From an optimization exercise on the open Yosys and OpenROAD flow, aimed at small area, a short achievable clock period and few clock cycles; shortcuts taken in it are not production practice.
In this exercise RTL edits were held to simulation tests only and were not proved equivalent to the original.
No activity file was given, so power comes from the tool's default toggle rates.

==> flow/design.v, too long to show whole: its modules and the start of the top module <==
// module aptb_acf: 1553 lines
module aptb_acf (
    input             clk,
    input             rst,           
    input             cmd_valid,
    output            cmd_ready,
    input      [31:0] cmd_word,      
    input      [31:0] cmd_data,      
    input      [31:0] cfg_fs,        
    input      [31:0] cfg_flo,       
    input      [31:0] cfg_fhi,       
    input      [15:0] cfg_tau,       
    output reg        rsp_valid,
    output reg [31:0] rsp_result,
    output reg [7:0]  rsp_err
);
  // ...
==> flow/flow/run.sh <==
#!/bin/bash
# The standard layout, with the port buffers made from plain buf_4 cells
# instead of the delay buffer the resizer picks by default.
set -euo pipefail
export BUFFER_PORTS_ARGS="-buffer_cell sky130_fd_sc_hd__buf_4"
bash standard.sh finish > standard_flow.log 2>&1
==> flow/standard.sh <==
#!/bin/bash
# synth_recipe.tcl (not shown) runs the flow's synth.tcl, then flattens the netlist and writes it again
# the make line also repeats each setting of config.mk as NAME=value (left out here)
make -C /OpenROAD-flow-scripts/flow DESIGN_CONFIG=/design/flow/config.mk WORK_HOME=/design/flow/orfs CLKGATE_MAP_FILE= SYNTH_SCRIPT=/design/flow/synth_recipe.tcl "${@:-finish}"
==> flow/config.mk <==
export PLATFORM = sky130hd
export DESIGN_NAME = aptb_acf
export DESIGN_NICKNAME = aptb_acf
export VERILOG_FILES = /design/flow/design.v
export SDC_FILE = /design/flow/constraint.sdc
export NUM_CORES = 4
export LEC_CHECK = 0
export CAP_MARGIN = 20
export CORE_MARGIN = 2
export CORE_UTILIZATION = 30
export SLEW_MARGIN = 20
==> flow/constraint.sdc <==
create_clock -name core_clock -period 15.0 [get_ports {clk}]
set_input_delay 3.0000 -clock core_clock [delete_from_list [all_inputs] [get_ports {clk}]]
set_output_delay 3.0000 -clock core_clock [all_outputs]
set_load 0.01 [all_outputs]
==> results.cfg, run 1 <==
[final_layout]
num-fill-cells = 21101
finalNonFillerCells = 8891
finalInstanceArea_um2 = 74600
multi_input_area_share_pct = 38.6
register_area_um2 = 33500
drive_above_1_share_pct = 9.95

[critical_path]
crit_chain = nor3_4, nand4_1, o32ai_4, buf_4, buf_4, buf_12, nand2b_1, o211ai_1, o21ai_0
crit_family = buffers and inverters
reg2reg_from = e_st[0]$_SDFFE_PP0P_
rr_endpoint = T[156]$_DFF_P_
crit_cells = 9

[drt]
viasPerCell = 4.99
first_iter_violations = 4366
vias = 44341
top_layer = met4
dr.pass1.iters = 6

[worst_hold_path]
hold_depth = 0

[place]
hpwlAfterDp_mm = 126

[synthesis]
avgSynthCellArea_um2 = 11.2
synth_common_cells = edfxtp_1, o21ai_0, dfxtp_1
yosys.area_share.simple_pct = 9.98
yosysMostFrequentCell = edfxtp_1
synthArstFlopShare_pct = 0
yosys.area.top_type_share_pct = 36.6

[die]
core_um2 = 215000

[pwr]
seq_power_mw = 3.78
clk-power_mw = 3.70
ir_drop_v = 0.000124

[grt]
gr-usage-met3_pct = 2.66

[clock_network]
htree_num_levels = 4

[status]
status = finished clean

[timing]
setup_ws_ps = 10030
final.min_clock_period_ps = 4970
Testbench counts, summed over its fixed seeds: cycles 42,373.
==> run 2, diff against run 1 <==
--- a/flow/design.v
+++ b/flow/design.v
@@ -150,20 +150,23 @@
     wire        fs_zero = !fs_big && (fs_s == 23'd0);
     localparam E_IDLE = 3'd0, E_LOAD = 3'd1, E_POS = 3'd2, E_DRAIN = 3'd3, E_SLOAD = 3'd4;
     reg [2:0]  e_st;
     reg        s_ld;         
     reg        e_rd;         
     reg [6:0]  e_rem;        
     reg        e_run;        
     reg [6:0]  off;
-    reg [6:0]  e_tgt;
     reg [8:0]  vv;           
     reg        rd_run;
-    reg        t_clean;      
+    reg [1:0]  ts;           
+    reg [2:0]  e_st_n;
+    reg [6:0]  e_rem_n;
+    reg        e_run_n;
+    reg [1:0]  ts_n;
     wire       e_feed = (e_st == E_POS) && (e_run || e_rem == 7'd0);
     wire       e_last = e_rd || (off == nh1);
     reg  [15:0] m_hgt, m_heq, m_lgt;
     reg  [8:0]  vv_n;
     genvar gj;
     generate
         for (gj = 0; gj < 16; gj = gj + 1) begin : g_md
             always @(posedge clk) begin
@@ -1307,17 +1310,17 @@
                 done = 1'b1; r_res = {25'd0, mp};
             end else if (o_corr) begin
                 if (corr_bad) begin
                     done = 1'b1; r_err = E_LAG;
                 end else if (!sw_busy) begin
                     if (!have_win) begin
                         done = 1'b1;
                     end else if (!rd_run) begin
-                        if (t_clean) do_rd_start = 1'b1;
+                        do_rd_start = 1'b1;
                     end else if (pa_v && pa_rd) begin
                         done = 1'b1; r_res = {24'd0, sb[7:0]};
                     end
                 end
             end else if (o_pred) begin
                 if (!sw_busy) begin
                     if (!llv) begin
                         done = 1'b1;
@@ -1426,48 +1429,29 @@
                     pe_hc   <= 1'b0;
                 end
             end
         end
     end
     always @(posedge clk) begin
         if (rst) begin
             e_st <= E_IDLE;
+            ts   <= 2'd0;
             s_ld <= 1'b0;
             pa_v <= 1'b0;
             pb_v <= 1'b0;
             dv_busy <= 1'b0;
             mu_busy <= 1'b0;
         end else begin
             pa_v <= e_feed;
+            ts   <= ts_n;
             s_ld <= do_fill;
             pb_v <= pa_v;
-            case (e_st)
-            E_IDLE: begin
-                if (do_fill) begin
-                    e_st  <= E_SLOAD;
-                    e_rd  <= 1'b0;
-                    e_tgt <= mp;
-                end else if (do_rd_start) begin
-                    e_st  <= E_POS;
-                    e_rd  <= 1'b1;
-                    e_tgt <= dlag;
-                end
-            end
-            E_SLOAD: e_st <= E_LOAD;
-            E_LOAD: e_st <= E_POS;
-            E_POS: begin
-                if (e_feed && e_last)
-                    e_st <= e_rd ? E_IDLE : E_DRAIN;
-            end
-            E_DRAIN: begin
-                if (pe_fin) e_st <= E_IDLE;
-            end
-            default: e_st <= E_IDLE;
-            endcase
+            e_st <= e_st_n;
+            if (e_st == E_IDLE) e_rd <= !do_fill;
             if (do_init_start) begin
                 dv_sh[32:0] <= {2'b0, cfg_fs[22:0], 8'd0};
             end else if (in_run) begin
                 dv_sh[32:0] <= in_ge ? in_sub[32:0] : in_r2[32:0];
             end else if (c_newlag || do_pred_start) begin
                 dv_busy <= 1'b1;
                 dv_pred <= do_pred_start;
                 dv_cnt  <= 5'd20;
@@ -1496,58 +1480,58 @@
                 mr      <= {pb_d, 24'd0};
             end else if (mu_busy) begin
                 mr <= {mu_m[6:0], 1'b0, {mu_acc[22:0], 1'b0} + (mu_m[7] ? {8'd0, tau_s} : 24'd0)};
                 mu_cnt <= mu_cnt - 4'd1;
                 if (mu_cnt == 4'd1) mu_busy <= 1'b0;
             end
         end
     end
-    reg [1:0] t_sel;    
-    wire t_spec = (e_st == E_IDLE) && q_v && o_corr && !rd_run && !sw_busy && t_clean;
     always @(*) begin
-        t_sel = 2'd0;
-        if (t_spec) begin
-            if (|dlag[6:4])             t_sel = 2'd3;
-            else if (|dlag[3:2])        t_sel = 2'd2;
-            else                        t_sel = 2'd1;
+        case (e_st)
+        E_IDLE:  e_st_n = do_fill ? E_SLOAD : do_rd_start ? E_POS : E_IDLE;
+        E_SLOAD: e_st_n = E_LOAD;
+        E_LOAD:  e_st_n = E_POS;
+        E_POS:   e_st_n = (e_feed && e_last) ? (e_rd ? E_IDLE : E_DRAIN) : E_POS;
+        E_DRAIN: e_st_n = pe_fin ? E_IDLE : E_DRAIN;
+        default: e_st_n = E_IDLE;
+        endcase
+        e_rem_n = e_rem;
+        e_run_n = e_run;
+        if (e_st == E_IDLE) begin
+            e_rem_n = do_fill ? mp : dlag;
+            e_run_n = 1'b0;
         end else if (e_st == E_POS) begin
-            if (e_feed)                 t_sel = 2'd1;
-            else if (|e_rem[6:4])       t_sel = 2'd3;
-            else if (|e_rem[3:2])       t_sel = 2'd2;
-            else                        t_sel = 2'd1;
+            if (e_feed) e_run_n = 1'b1;
+            else case (ts)
+                2'd2:    e_rem_n = e_rem - 7'd4;
+                2'd3:    e_rem_n = e_rem - 7'd16;
+                default: e_rem_n = e_rem - 7'd1;
+            endcase
+        end
+        ts_n = 2'd0;
+        if (e_st_n == E_POS) begin
+            if (e_run_n || e_rem_n == 7'd0) ts_n = 2'd1;
+            else if (|e_rem_n[6:4])         ts_n = 2'd3;
+            else if (|e_rem_n[3:2])         ts_n = 2'd2;
+            else                            ts_n = 2'd1;
         end
     end
     always @(*) begin
-        case (t_sel)
+        case (ts)
         2'd0:    vv_n = n;
         2'd1:    vv_n = vv - 9'd1;
         2'd2:    vv_n = vv - 9'd4;
         default: vv_n = vv - 9'd16;
         endcase
     end
     always @(posedge clk) begin
-        vv <= vv_n;
-        t_clean <= (t_sel == 2'd0);
-        case (t_sel)
+        vv    <= vv_n;
+        e_rem <= e_rem_n;
+        e_run <= e_run_n;
+        case (ts)
         2'd0: begin T <= S;                     off <= 7'd0;        end
         2'd1: begin T <= {1'b0, T[255:1]};      off <= off + 7'd1;  end
         2'd2: begin T <= {4'd0, T[255:4]};      off <= off + 7'd4;  end
         default: begin T <= {16'd0, T[255:16]}; off <= off + 7'd16; end
         endcase
-        if (e_st == E_IDLE) begin
-            if (do_fill) e_rem <= mp;
-            else case (t_sel)
-                2'd2:    e_rem <= dlag - 7'd4;
-                2'd3:    e_rem <= dlag - 7'd16;
-                default: e_rem <= dlag - 7'd1;
-            endcase
-            e_run <= 1'b0;
-        end else if (e_st == E_POS) begin
-            if (e_feed) e_run <= 1'b1;
-            else case (t_sel)
-                2'd2:    e_rem <= e_rem - 7'd4;
-                2'd3:    e_rem <= e_rem - 7'd16;
-                default: e_rem <= e_rem - 7'd1;
-            endcase
-        end
     end
 endmodule
==> flow/run.sh (new file) <==
#!/bin/bash
# synth_recipe.tcl (not shown) runs the flow's synth.tcl, then flattens the netlist and writes it again
# the make line also repeats each setting of config.mk as NAME=value (left out here)
make -C /OpenROAD-flow-scripts/flow DESIGN_CONFIG=/design/flow/config.mk WORK_HOME=/design/flow/orfs CLKGATE_MAP_FILE= SYNTH_SCRIPT=/design/flow/synth_recipe.tcl finish
removed: flow/flow/run.sh
removed: flow/standard.sh
==> results.cfg, run 2 <==
[synthesis]
yosysWarnings = 1
synthArstFlopShare_pct = 0
yosys.area.top_type_share_pct = 36.8
synth_area_leaders = edfxtp_1, dfxtp_1, mux4_2, fa_1, ha_1
ys_seq_elements = 1277
avgSynthCellArea_um2 = 12.6
synth_seq_area_share_pct = 52.0
synth_common_cells = edfxtp_1, dfxtp_1, inv_1
synth.distinct_cells = 91
synth_area_leader_cell = edfxtp_1
synthCells = 5093
synth_edf_count = 787
syn_area_um2 = 64300
yosysMostFrequentCell = edfxtp_1
synth_flop_cell = edfxtp_1

[timing]
tightest_slew_ps = 1190
finalSetupViolations = 0
hold_viol = 0
final.min_clock_period_ps = 4870
timing.hold.ws_ps = 325
setup_ws_ps = 10130
slew_headroom_pct = 20.2
period_share_pct = 32.5
rsz0062_at_grt = false
fin_setup_tns_ps = 0
fmaxAchievable_mhz = 205
slew_violations = 0
skew_ps = 37.6

[flow_run]
maxCapViolCount = 0

[drt]
vias = 40404
wl_per_cell_um = 20.3
drcViolationCount = 0
dr.pass1.iters = 6
ant_nets = 0
first_iter_violations = 3827
viasPerCell = 4.92
routed_wl_mm = 167

[die]
die_h_um = 467
rows = 169
core_um2 = 213000
ios = 221
fp.dieW_um = 467
die_area_um2 = 218000
initial_core_util_pct = 30.2

[critical_path]
crit_chain = clkdlybuf4s50_1
crit_family = buffers and inverters
crit_type = flip-flop to primary output
path_max_fanout = 1
slowest_delay_ps = 660
r2r_slack_ps = 10170
endpoint_kind = primary output
path_buf_inv = 1
worstPathRequired_ps = 12000
crit_arrival_ps = 1870
crit_slowest_cell = clkdlybuf4s50_1
cp-start-kind = flip-flop

[place]
io_buffer_count = 216
place_area_um2 = 69500
routabilityCongestion = 0.916
hpwlAfterDp_mm = 123
pre_cts_slack_ps = 9540

[clock_network]
clkSinkCount = 1277
cts_hold_buf = 0
cts_tree = done
cts_buffers = 137
clk_pin_slew_ps = 60
post_cts.repair.setup_buffers = 0
cts_buffer_depth = 3
cts_resized = 0
htree_num_levels = 4
root_buffer = clkbuf_16
clock_latency_ps = 790

[grt]
antenna_found_initial = 5
grt_pass1_wl_mm = 254
grt_use_total_pct = 15.1
grt_overflow_total = 0
grt_pass1_vias = 41067
grt_max_degree = 143

[pwr]
fin_total_pwr_mw = 7.45
p_per_area_nw_per_um2 = 100
p_leak_nw = 27.0
ir_drop_v = 0.000126

[final_layout]
drive_above_1_share_pct = 10.9
num-fill-cells = 20553
reg.largest.list = F x256, S x256, T x256
register_area_um2 = 33500
syn_to_final_growth_pct = 15.4
final_common_cell = edfxtp_1
multi_input_area_um2 = 28200
final_cell_mix = edfxtp_1, dfxtp_1, inv_1
final_nets = 5946
finalInstanceArea_um2 = 74200

[worst_hold_path]
hp-class = flip-flop to flip-flop

[status]
status = finished clean
==> run 2: metrics by stage <==
stage / utilization (%) / instances
CTS: 34.9 / 8211
floorplan: - / 5096
detailed placement: 32.7 / 7956
global placement: 32.7 / 7955
global route: 34.9 / 8214
finish: 34.9 / 8216
==> run 2: per-layer routing <==
layer	routed length, µm	global-route usage, %
met5	0	0
met4	4390	4.46
met3	9730	2.50
met2	79700	24.8
met1	73200	20.6
==> run 2: final timing paths <==
path,start,endpoint,cells past startpoint
max reg2reg,pq[19]$_DFF_P_,rsp_result[7]$_SDFF_PP0_,13
max,rsp_err[1]$_SDFF_PP0_,rsp_err[1],1
min,pa_lag[2]$_DFF_P_,pb_lag[2]$_DFF_P_,0
min reg2reg,pa_lag[2]$_DFF_P_,pb_lag[2]$_DFF_P_,0
==> run 2: where the power goes <==
| part | switching (mW) | leakage [nW] | internal (mW) |
|---|---|---|---|
| logic | 0.111 | 14.2 | 0.112 |
| clock network | 1.49 | 2.26 | 2.01 |
| registers | 0.0188 | 10.5 | 3.71 |
==> run 2: kinds of logic (layout without fill, tap and decap cells) <==
family	after synthesis	in the layout	synth area share, %
AOI/OAI and AO/OA	842	842	8.32
and+or+nand+nor	1086	1086	7.87
other	1	8	0.00584
xor gates and xnor gates	379	379	5.17
DFF	1277	1277	52.0
muxes	328	328	9.84
adders and majority gates	492	492	12.6
buffers and inverters	688	983	4.17
==> run 2: final cells by class <==
type / instances / area share, %
inverters: 469 / 2.38
multi-input cells: 3131 / 38.1
clock inverters: 82 / 1.26
flip-flops and latches: 1277 / 45.1
clock buffers: 173 / 5.00
diodes: 4 / 0.0135
repair buffers: 259 / 3.39
well taps: 2821 / 4.76
Testbench counts of run 2, summed over its fixed seeds: cycles 42,630.
==> run 3, diff against run 2 <==
==> flow/flow/run.sh (new file) <==
#!/bin/bash
# The standard layout, with the port buffers made from plain buf_4 cells
# instead of the delay buffer the resizer picks by default.
set -euo pipefail
export BUFFER_PORTS_ARGS="-buffer_cell sky130_fd_sc_hd__buf_4"
bash standard.sh finish > standard_flow.log 2>&1
==> flow/standard.sh (new file) <==
#!/bin/bash
# synth_recipe.tcl (not shown) runs the flow's synth.tcl, then flattens the netlist and writes it again
# the make line also repeats each setting of config.mk as NAME=value (left out here)
make -C /OpenROAD-flow-scripts/flow DESIGN_CONFIG=/design/flow/config.mk WORK_HOME=/design/flow/orfs CLKGATE_MAP_FILE= SYNTH_SCRIPT=/design/flow/synth_recipe.tcl "${@:-finish}"
removed: flow/run.sh
==> results.cfg, run 3 <==
[die]
rows = 169
initial_core_util_pct = 30.2
die_h_um = 467
fp.dieW_um = 467
core_um2 = 213000
die_area_um2 = 218000
ios = 221

[timing]
rsz0062_at_grt = false
finalSetupViolations = 0
fin_setup_tns_ps = 0
skew_ps = 43.3
period_share_pct = 31.6
setup_ws_ps = 10250
slew_violations = 0
slew_headroom_pct = 20.0
tightest_slew_ps = 1200
final.min_clock_period_ps = 4750
hold_viol = 0
fmaxAchievable_mhz = 211

[clock_network]
cts_buffer_depth = 3
htree_num_levels = 4
cts_hold_buf = 0
post_cts.repair.setup_buffers = 0
cts_buffers = 136
cts_tree = done
root_buffer = clkbuf_16
clk_pin_slew_ps = 60
clock_latency_ps = 800
clkSinkCount = 1277
cts_resized = 0

[final_layout]
finalInstanceArea_um2 = 73500
syn_to_final_growth_pct = 14.3
num-fill-cells = 20594
register_area_um2 = 33500
fin_util_pct = 34.6
final_common_cell = edfxtp_1
reg.largest.list = F x256, S x256, T x256
final_nets = 5939
final_cell_mix = edfxtp_1, dfxtp_1, inv_1
multi_input_area_um2 = 28200
drive_above_1_share_pct = 14.5

[synthesis]
synthCells = 5093
synth_xor_area_share_pct = 5.17
avgSynthCellArea_um2 = 12.6
syn_area_um2 = 64300
ys_seq_elements = 1277
synthMuxAreaShare_pct = 9.84
yosysWarnings = 1
synth_top_family_by_area = adder cells
synth_seq_area_share_pct = 52.0
synth_flop_cell = edfxtp_1
synth.distinct_cells = 91
yosysMostFrequentCell = edfxtp_1
yosys.area_share.simple_pct = 7.87
synth_edf_count = 787
synthArstFlopShare_pct = 0
synth_common_cells = edfxtp_1, dfxtp_1, inv_1
synth_area_leader_cell = edfxtp_1
synth_compound_area_share_pct = 8.32
yosys.area.top_type_share_pct = 36.8
synth_area_leaders = edfxtp_1, dfxtp_1, mux4_2, fa_1, ha_1
synth_fa_ha_area_share_pct = 12.6

[grt]
grt_overflow_total = 0
grt_pass1_vias = 40951
grt_pass1_wl_mm = 252
grt_max_degree = 117
grt_use_total_pct = 14.9
antenna_found_initial = 2

[critical_path]
path_common_cell = fa_1
endpoint_kind = flip-flop
cp-start-kind = flip-flop
worstPathRequired_ps = 15660
crit_chain = a21oi_1, nor2_1, fa_1, fa_1, inv_1, fa_1, fa_1, inv_1, fa_1, fa_1
slowest_delay_ps = 1110
crit_slowest_cell = dfxtp_1
path_max_fanout = 16
crit_arrival_ps = 5410
crit_type = flip-flop to flip-flop

[place]
hpwlAfterDp_mm = 122
pre_cts_slack_ps = 10200
routabilityCongestion = 0.897
place_area_um2 = 68900
io_buffer_count = 216

[drt]
wl_per_cell_um = 20.2
dr.pass1.iters = 6
vias = 40567
first_iter_violations = 3811
ant_nets = 0
routed_wl_mm = 165
viasPerCell = 4.94
drcViolationCount = 0

[status]
status = finished clean

[pwr]
p_per_area_nw_per_um2 = 100
ir_drop_v = 0.000104
p_leak_nw = 27.1

[flow_run]
maxCapViolCount = 0

[worst_hold_path]
hp-class = flip-flop to flip-flop
run 3: kinds of logic after synthesis:
logic type,after synthesis
AO/OA/AOI/OAI,842
AND/OR/NAND/NOR,1086
multiplexers,328
adder cells (fa/ha/maj),492
flip-flops,1277
XOR/XNOR,379
buffers and inverters,688
other,1
run 3: layer usage:
layer | routed length, µm | GRT usage [%] | part of all wire [%]
met5 | 7 | 0 | 0.0042
met4 | 4590 | 4.66 | 2.8
met3 | 9810 | 2.12 | 5.9
met2 | 78500 | 24.3 | 47
met1 | 72400 | 20.5 | 44
run 3: report_power, final:
part | total (mW) | switching (mW) | leakage (nW) | internal, mW
Clock | 3.43 | 1.48 | 2.22 | 1.94
Combinational | 0.211 | 0.111 | 14.4 | 0.100
Sequential | 3.72 | 0.0184 | 10.5 | 3.71
run 3: final timing paths:
check / start / endpoint / slack (ps) / depth (start not counted)
setup / recovery: m_lgt[2]$_DFF_P_ / pq[2]$_DFF_P_ / 10250 / 10
hold / removal: pa_lag[6]$_DFF_P_ / pb_lag[6]$_DFF_P_ / 320 / 0
setup reg to reg: m_lgt[2]$_DFF_P_ / pq[2]$_DFF_P_ / 10250 / 10
hold reg to reg: pa_lag[6]$_DFF_P_ / pb_lag[6]$_DFF_P_ / 320 / 0
run 3: per-stage QoR:
stage | hold WS [ps] | cells | total power, mW
after floorplan | 310 | 5096 | 3.92
after global placement | 310 | 7950 | 4.00
after detailed placement | 312 | 7951 | 4.01
after CTS | 327 | 8203 | 7.43
after global routing | 335 | 8205 | 7.59
final | 322 | 8205 | 7.36
run 3: cell type report:
class / count / share of cell area (%)
sequential: 1277 / 45.5
inverter: 469 / 2.41
clock inverter: 68 / 0.947
tap: 2821 / 4.80
clock buffer: 184 / 5.25
antenna: 2 / 0.00681
timing repair buffer: 253 / 2.62
multi-input combinational: 3131 / 38.4
run 3: critical path: cells and delay by family, from the launching register on:
family                     cells  cell delay, ps
adders and majority gates      6            3030
DFF                            1            1110
and+or+nand+nor                1             220
AOI/OAI and AO/OA              1             140
buffers and inverters          2             140

-- separate check: timing with driven ports --
No port has a modelled driver above. Below, the same layouts with a new extraction and two added sets of constraints.
Step 1 (the two cells are an assumption about what drives the block):
set clk [get_ports {clk}]
set_driving_cell -lib_cell sky130_fd_sc_hd__clkbuf_16 $clk
set_driving_cell -lib_cell sky130_fd_sc_hd__buf_2 [delete_from_list [all_inputs] $clk]
Step 2 times the ports against the registers' clock, not the clock port: input delays grow and output delays shrink by t, the midpoint of the rising clock arrivals with the driver on.
Slacks: ideal ports / drivers / drivers and shift; pairs: ideal ports / drivers.
run	t, ns	setup WS [ns]	hold slack, ns	clock arrival spread, ns	cell pins on the clock port's net
run 1	0.870	10.026 / 10.026 / 10.026	0.325 / 0.325 / 0.325	0.058 / 0.058	1
run 2	0.865	10.126 / 10.040 / 9.435	0.325 / 0.325 / 0.325	0.042 / 0.041	1
run 3	0.866	10.254 / 10.254 / 10.145	0.322 / 0.322 / 0.322	0.046 / 0.046	1
After both steps setup and hold are still met in every run listed. For run 2, which loses most, drivers alone change the setup slack by -0.086 ns; drivers and shift together by -0.691 ns.
